Source: an optimization exercise on an open RTL-to-GDS flow (aim: small area, a short achievable clock period and few clock cycles per item). Production flows keep margins and buffers that such runs may drop. The RTL was checked by simulation tests, not by an equivalence proof against the original design. Power figures rest on the tool's default switching activity, not on a simulated workload.

// osort
module osort (
    input  wire        clk,
    input  wire        rst,         
    input  wire        in_valid,
    output wire        in_ready,
    input  wire [63:0] in_data,
    input  wire        in_last,     
    input  wire        in_s32,      
    output wire        out_valid,
    input  wire        out_ready,
    output wire [63:0] out_data,
    output wire        out_last
);
    localparam NS = 17;             
    function gt64;
        input [63:0] x, y;
        reg [63:0] g, e;
        integer s, k;
        begin
            g = x & ~y;
            e = x | ~y;
            for (s = 1; s < 64; s = s * 2)
                for (k = 0; k < 64; k = k + 2 * s) begin
                    g[k] = g[k + s] | (e[k + s] & g[k]);
                    e[k] = g[k + s] | (e[k + s] & e[k]);
                end
            gt64 = g[0];
        end
    endfunction
    function [7:0] tsort8;                            
  ...
Settings: LEC_CHECK=0, CAP_MARGIN=20, CORE_MARGIN=2, CORE_UTILIZATION=38, PLACE_DENSITY=0.58, SETUP_SLACK_MARGIN=3.5, SLEW_MARGIN=20; clock period 7.0 ns.
run.sh (not shown) runs the stock make flow with config.mk's settings and CLKGATE_MAP_FILE= SYNTH_SCRIPT=/design/flow/synth_recipe.tcl, a recipe that flattens the netlist after the stock synthesis.
The first run finished with timing, DRC and antenna clean.
Testbench counts at the start, summed over its fixed seeds: cycles 11,055, items 10,904.
Then changed:
--- a/flow/design.v
+++ b/flow/design.v
@@ -77,36 +77,37 @@
     wire [63:0] in_norm = cur_s32 ? {32'd0, in_data[31:0]} : in_data;
     reg [63:0]   sd  [0:NS-1];
     reg [2:0]    stag[0:NS-1];      
     reg [3:0]    srel[0:NS-1];      
     reg [NS-1:0] sv;                
     reg [NS-1:0] scur;              
     reg [2:0]    itag;              
     reg [3:0]    ipos;              
     reg [3:0]    alen[0:7];         
-    reg [NS-1:0] ot;                
     wire [NS-1:0] freev = ~sv;
-    wire          af  = ~ot[NS-1];                   
-    wire          af2 = ~ot[NS-2];                   
     wire [NS-1:0] pick = freev & (~freev + 1'b1);    
+    wire          af  = |freev;                      
+    wire          af2 = |(freev & ~pick);            
     wire          wr = s1_v & af;
     wire [NS-1:0] mask = sv & scur;                  
     wire [63:0] kin = {s1_d[63:32], s1_d[31] ^ s1_s32, s1_d[30:0]};
     wire [NS-1:0] gt;
     genvar g;
     generate
         for (g = 0; g < NS; g = g + 1) begin : cmp
             wire [63:0] ks = {sd[g][63:32], sd[g][31] ^ s1_s32, sd[g][30:0]};
             assign gt[g] = gt64(ks, kin);
         end
     endgenerate
-    reg [NS-1:0] gt_r;              
-    reg [NS-1:0] le_r;              
+    reg [NS-1:0] gtw_r;             
+    reg [NS-1:0] m_r;               
+    wire [NS-1:0] gt_r = m_r & gtw_r;                 
+    wire [NS-1:0] le_r = m_r & ~gtw_r;                
     reg [NS-1:0] s2_oh;             
     wire le0 = ~|le_r;                                
     reg  le1;                                         
     integer i;
     always @(*) begin : one_of
         reg seen;
         seen = 1'b0; le1 = 1'b0;
         for (i = 0; i < NS; i = i + 1) begin
             le1  = (le1 & ~le_r[i]) | (~seen & le_r[i]);
@@ -150,18 +151,19 @@
             mux_d = mux_d | (sd[i] & {64{sel[i]}});
     end
     always @(posedge clk) begin
         if (in_ready_r) begin
             s1_d    <= in_norm;
             s1_last <= in_last;
             s1_s32  <= cur_s32;
         end
         if (in_fire && first) s32_r <= in_s32;
+        gtw_r <= gt;
         s3_t   <= tmerge16(tsort8(le_r[7:0]), tsort8(le_r[15:8]));
         s3_c2  <= le_r[16];
         s3_le0 <= le0;
         s3_le1 <= le1;
         if (wr && s1_last) alen[itag] <= ipos;
         for (i = 0; i < NS; i = i + 1) begin
             if (wr && pick[i]) begin
                 sd[i]   <= s1_d;
                 stag[i] <= itag;
@@ -185,46 +187,41 @@
     wire nlt4_next = n_inc ? (n_dec ? (narr < 3'd4) : (narr < 3'd3))
                            : (n_dec | (narr < 3'd4));
     always @(posedge clk) begin
         if (rst) begin
             in_ready_r <= 1'b1;
             first      <= 1'b1;
             s1_v       <= 1'b0;
             sv         <= {NS{1'b0}};
             scur       <= {NS{1'b0}};
-            gt_r       <= {NS{1'b0}};
-            le_r       <= {NS{1'b0}};
+            m_r        <= {NS{1'b0}};
             s2_oh      <= {NS{1'b0}};
             s3_oh      <= {NS{1'b0}};
             itag       <= 3'd0;
-            ot         <= {NS{1'b0}};
             ipos       <= 4'd0;
             ov         <= 1'b0;
             ptag       <= 3'd0;
             prel       <= 4'd0;
             pm1rel     <= 4'd15;
             narr       <= 3'd0;
         end else begin
             in_ready_r <= (~s1v_next | af_next) & nlt4_next;
             if (in_fire) first <= in_last;
             s1_v <= s1v_next;
             sv <= (sv & ~(sel & {NS{out_load}})) | (pick & {NS{wr}});
             if (wr) begin
                 scur <= s1_last ? {NS{1'b0}} : (scur | pick);
                 if (s1_last) itag <= itag + 1'b1;
                 ipos <= s1_last ? 4'd0 : ipos + 1'b1;
             end
-            gt_r  <= wr ? (gt & mask)  : {NS{1'b0}};
-            le_r  <= wr ? (~gt & mask) : {NS{1'b0}};
+            m_r   <= wr ? mask : {NS{1'b0}};
             s2_oh <= wr ? pick : {NS{1'b0}};
             s3_oh <= s2_oh;
-            if (wr & ~out_load) ot <= {ot[NS-2:0], 1'b1};
-            if (out_load & ~wr) ot <= {1'b0, ot[NS-1:1]};
             narr  <= n_inc ? (n_dec ? narr : narr_p1) : (n_dec ? narr_m1 : narr);
             if (ld_en) ov <= out_avail;
             if (out_load) begin
                 if (is_last) begin
                     ptag   <= ptag + 1'b1;
                     prel   <= 4'd0;
                     pm1rel <= 4'd15;
                 end else begin
                     prel   <= prel + 1'b1;
Outcome:
- routed wire length is higher by 15%
- utilization barely changes
- clock power came out lower by 2.9%
- design area came out lower by 0.91%
- via count came out higher by 11%
- sequential power stays flat
- total power falls by 1.0%
- clock-buffer cell count rises by 8
- final cell count came out higher by 3.7%
- global-route usage is higher by 3.7 points
- register-to-register slack got worse by 200 ps
- die area is lower by 0.93%
Testbench counts after the change, summed over its fixed seeds: cycles 11,055, items 10,904.

========
## run A
osort with an RTL version that a note above also has.
For scale: about 7600 cells after synthesis, roughly 1500 flip-flops, ~140 I/O pins, about 81000 µm² of cells after synthesis.
Settings: LEC_CHECK=0, CAP_MARGIN=20, CORE_MARGIN=2, CORE_UTILIZATION=50, PLACE_DENSITY=0.65, SETUP_SLACK_MARGIN=3.5, SLEW_MARGIN=20; clock period 7.0 ns.
Testbench counts of run A, summed over its fixed seeds: cycles 11,055, items 10,904.
Input-level comparison between run B and run A:
diff --git a/flow/design.v b/flow/design.v
--- a/flow/design.v
+++ b/flow/design.v
@@ -77,37 +77,36 @@
     wire [63:0] in_norm = cur_s32 ? {32'd0, in_data[31:0]} : in_data;
     reg [63:0]   sd  [0:NS-1];
     reg [2:0]    stag[0:NS-1];      
     reg [3:0]    srel[0:NS-1];      
     reg [NS-1:0] sv;                
     reg [NS-1:0] scur;              
     reg [2:0]    itag;              
     reg [3:0]    ipos;              
     reg [3:0]    alen[0:7];         
+    reg [NS-1:0] ot;                
     wire [NS-1:0] freev = ~sv;
+    wire          af  = ~ot[NS-1];                   
+    wire          af2 = ~ot[NS-2];                   
     wire [NS-1:0] pick = freev & (~freev + 1'b1);    
-    wire          af  = |freev;                      
-    wire          af2 = |(freev & ~pick);            
     wire          wr = s1_v & af;
     wire [NS-1:0] mask = sv & scur;                  
     wire [63:0] kin = {s1_d[63:32], s1_d[31] ^ s1_s32, s1_d[30:0]};
     wire [NS-1:0] gt;
     genvar g;
     generate
         for (g = 0; g < NS; g = g + 1) begin : cmp
             wire [63:0] ks = {sd[g][63:32], sd[g][31] ^ s1_s32, sd[g][30:0]};
             assign gt[g] = gt64(ks, kin);
         end
     endgenerate
-    reg [NS-1:0] gtw_r;             
-    reg [NS-1:0] m_r;               
-    wire [NS-1:0] gt_r = m_r & gtw_r;                 
-    wire [NS-1:0] le_r = m_r & ~gtw_r;                
+    reg [NS-1:0] gt_r;              
+    reg [NS-1:0] le_r;              
     reg [NS-1:0] s2_oh;             
     wire le0 = ~|le_r;                                
     reg  le1;                                         
     integer i;
     always @(*) begin : one_of
         reg seen;
         seen = 1'b0; le1 = 1'b0;
         for (i = 0; i < NS; i = i + 1) begin
             le1  = (le1 & ~le_r[i]) | (~seen & le_r[i]);
@@ -151,19 +150,18 @@
             mux_d = mux_d | (sd[i] & {64{sel[i]}});
     end
     always @(posedge clk) begin
         if (in_ready_r) begin
             s1_d    <= in_norm;
             s1_last <= in_last;
             s1_s32  <= cur_s32;
         end
         if (in_fire && first) s32_r <= in_s32;
-        gtw_r <= gt;
         s3_t   <= tmerge16(tsort8(le_r[7:0]), tsort8(le_r[15:8]));
         s3_c2  <= le_r[16];
         s3_le0 <= le0;
         s3_le1 <= le1;
         if (wr && s1_last) alen[itag] <= ipos;
         for (i = 0; i < NS; i = i + 1) begin
             if (wr && pick[i]) begin
                 sd[i]   <= s1_d;
                 stag[i] <= itag;
@@ -187,41 +185,46 @@
     wire nlt4_next = n_inc ? (n_dec ? (narr < 3'd4) : (narr < 3'd3))
                            : (n_dec | (narr < 3'd4));
     always @(posedge clk) begin
         if (rst) begin
             in_ready_r <= 1'b1;
             first      <= 1'b1;
             s1_v       <= 1'b0;
             sv         <= {NS{1'b0}};
             scur       <= {NS{1'b0}};
-            m_r        <= {NS{1'b0}};
+            gt_r       <= {NS{1'b0}};
+            le_r       <= {NS{1'b0}};
             s2_oh      <= {NS{1'b0}};
             s3_oh      <= {NS{1'b0}};
             itag       <= 3'd0;
+            ot         <= {NS{1'b0}};
             ipos       <= 4'd0;
             ov         <= 1'b0;
             ptag       <= 3'd0;
             prel       <= 4'd0;
             pm1rel     <= 4'd15;
             narr       <= 3'd0;
         end else begin
             in_ready_r <= (~s1v_next | af_next) & nlt4_next;
             if (in_fire) first <= in_last;
             s1_v <= s1v_next;
             sv <= (sv & ~(sel & {NS{out_load}})) | (pick & {NS{wr}});
             if (wr) begin
                 scur <= s1_last ? {NS{1'b0}} : (scur | pick);
                 if (s1_last) itag <= itag + 1'b1;
                 ipos <= s1_last ? 4'd0 : ipos + 1'b1;
             end
-            m_r   <= wr ? mask : {NS{1'b0}};
+            gt_r  <= wr ? (gt & mask)  : {NS{1'b0}};
+            le_r  <= wr ? (~gt & mask) : {NS{1'b0}};
             s2_oh <= wr ? pick : {NS{1'b0}};
             s3_oh <= s2_oh;
+            if (wr & ~out_load) ot <= {ot[NS-2:0], 1'b1};
+            if (out_load & ~wr) ot <= {1'b0, ot[NS-1:1]};
             narr  <= n_inc ? (n_dec ? narr : narr_p1) : (n_dec ? narr_m1 : narr);
             if (ld_en) ov <= out_avail;
             if (out_load) begin
                 if (is_last) begin
                     ptag   <= ptag + 1'b1;
                     prel   <= 4'd0;
                     pm1rel <= 4'd15;
                 end else begin
                     prel   <= prel + 1'b1;
### Flow results
The part of the power in combinational logic in run B was lower than what run A gave.
Run A -> run B: number of max-cap violations delta 0, exact match
Re clock skew: run A was lower than run B.
Lower number of cells on the worst hold path was reported by run B, not run A.
[compare] base=run A new=run B: met1 capacity usage during global routing went down by 3.9 points; die outline height went up; via count now sits lower; die area has increased.
When run B is set beside run A, its fraction of the mapped netlist area in compound gates turns out to be 8.4 points smaller.
Total of flip-flops plus latches after synthesis in run B vs run A: up 17
Testbench counts of run B, summed over its fixed seeds: cycles 11,055, items 10,904.

[separate check: timing with driven ports]
In the flow no input, the clock included, has a driving cell. The finished layouts below were timed again as built, in two steps. Step 1, drivers: a clkbuf_16 drives clk and a buf_2 each remaining input, both assumed. Step 2, shift: input delay + t, output delay - t, t = (earliest + latest rising clock arrival at the registers) / 2. This alone moves slack from input paths to output paths. a / b / c = ideal ports / drivers / drivers and shift; a / b = the first two.
run	shift t [ns]	setup slack, ns	cell pins on the clock port's net
the first run of note 1	0.934	3.486 / 3.486 / 3.004	1
the second run of note 1	0.941	3.290 / 3.290 / 2.864	1
run A	0.927	3.277 / 3.277 / 3.003	1
run B	0.907	3.458 / 3.458 / 3.132	1
After both steps every run listed still meets setup and hold. For the first run of note 1, which loses most, drivers alone change the setup slack by 0.000 ns; drivers and shift together by -0.482 ns.
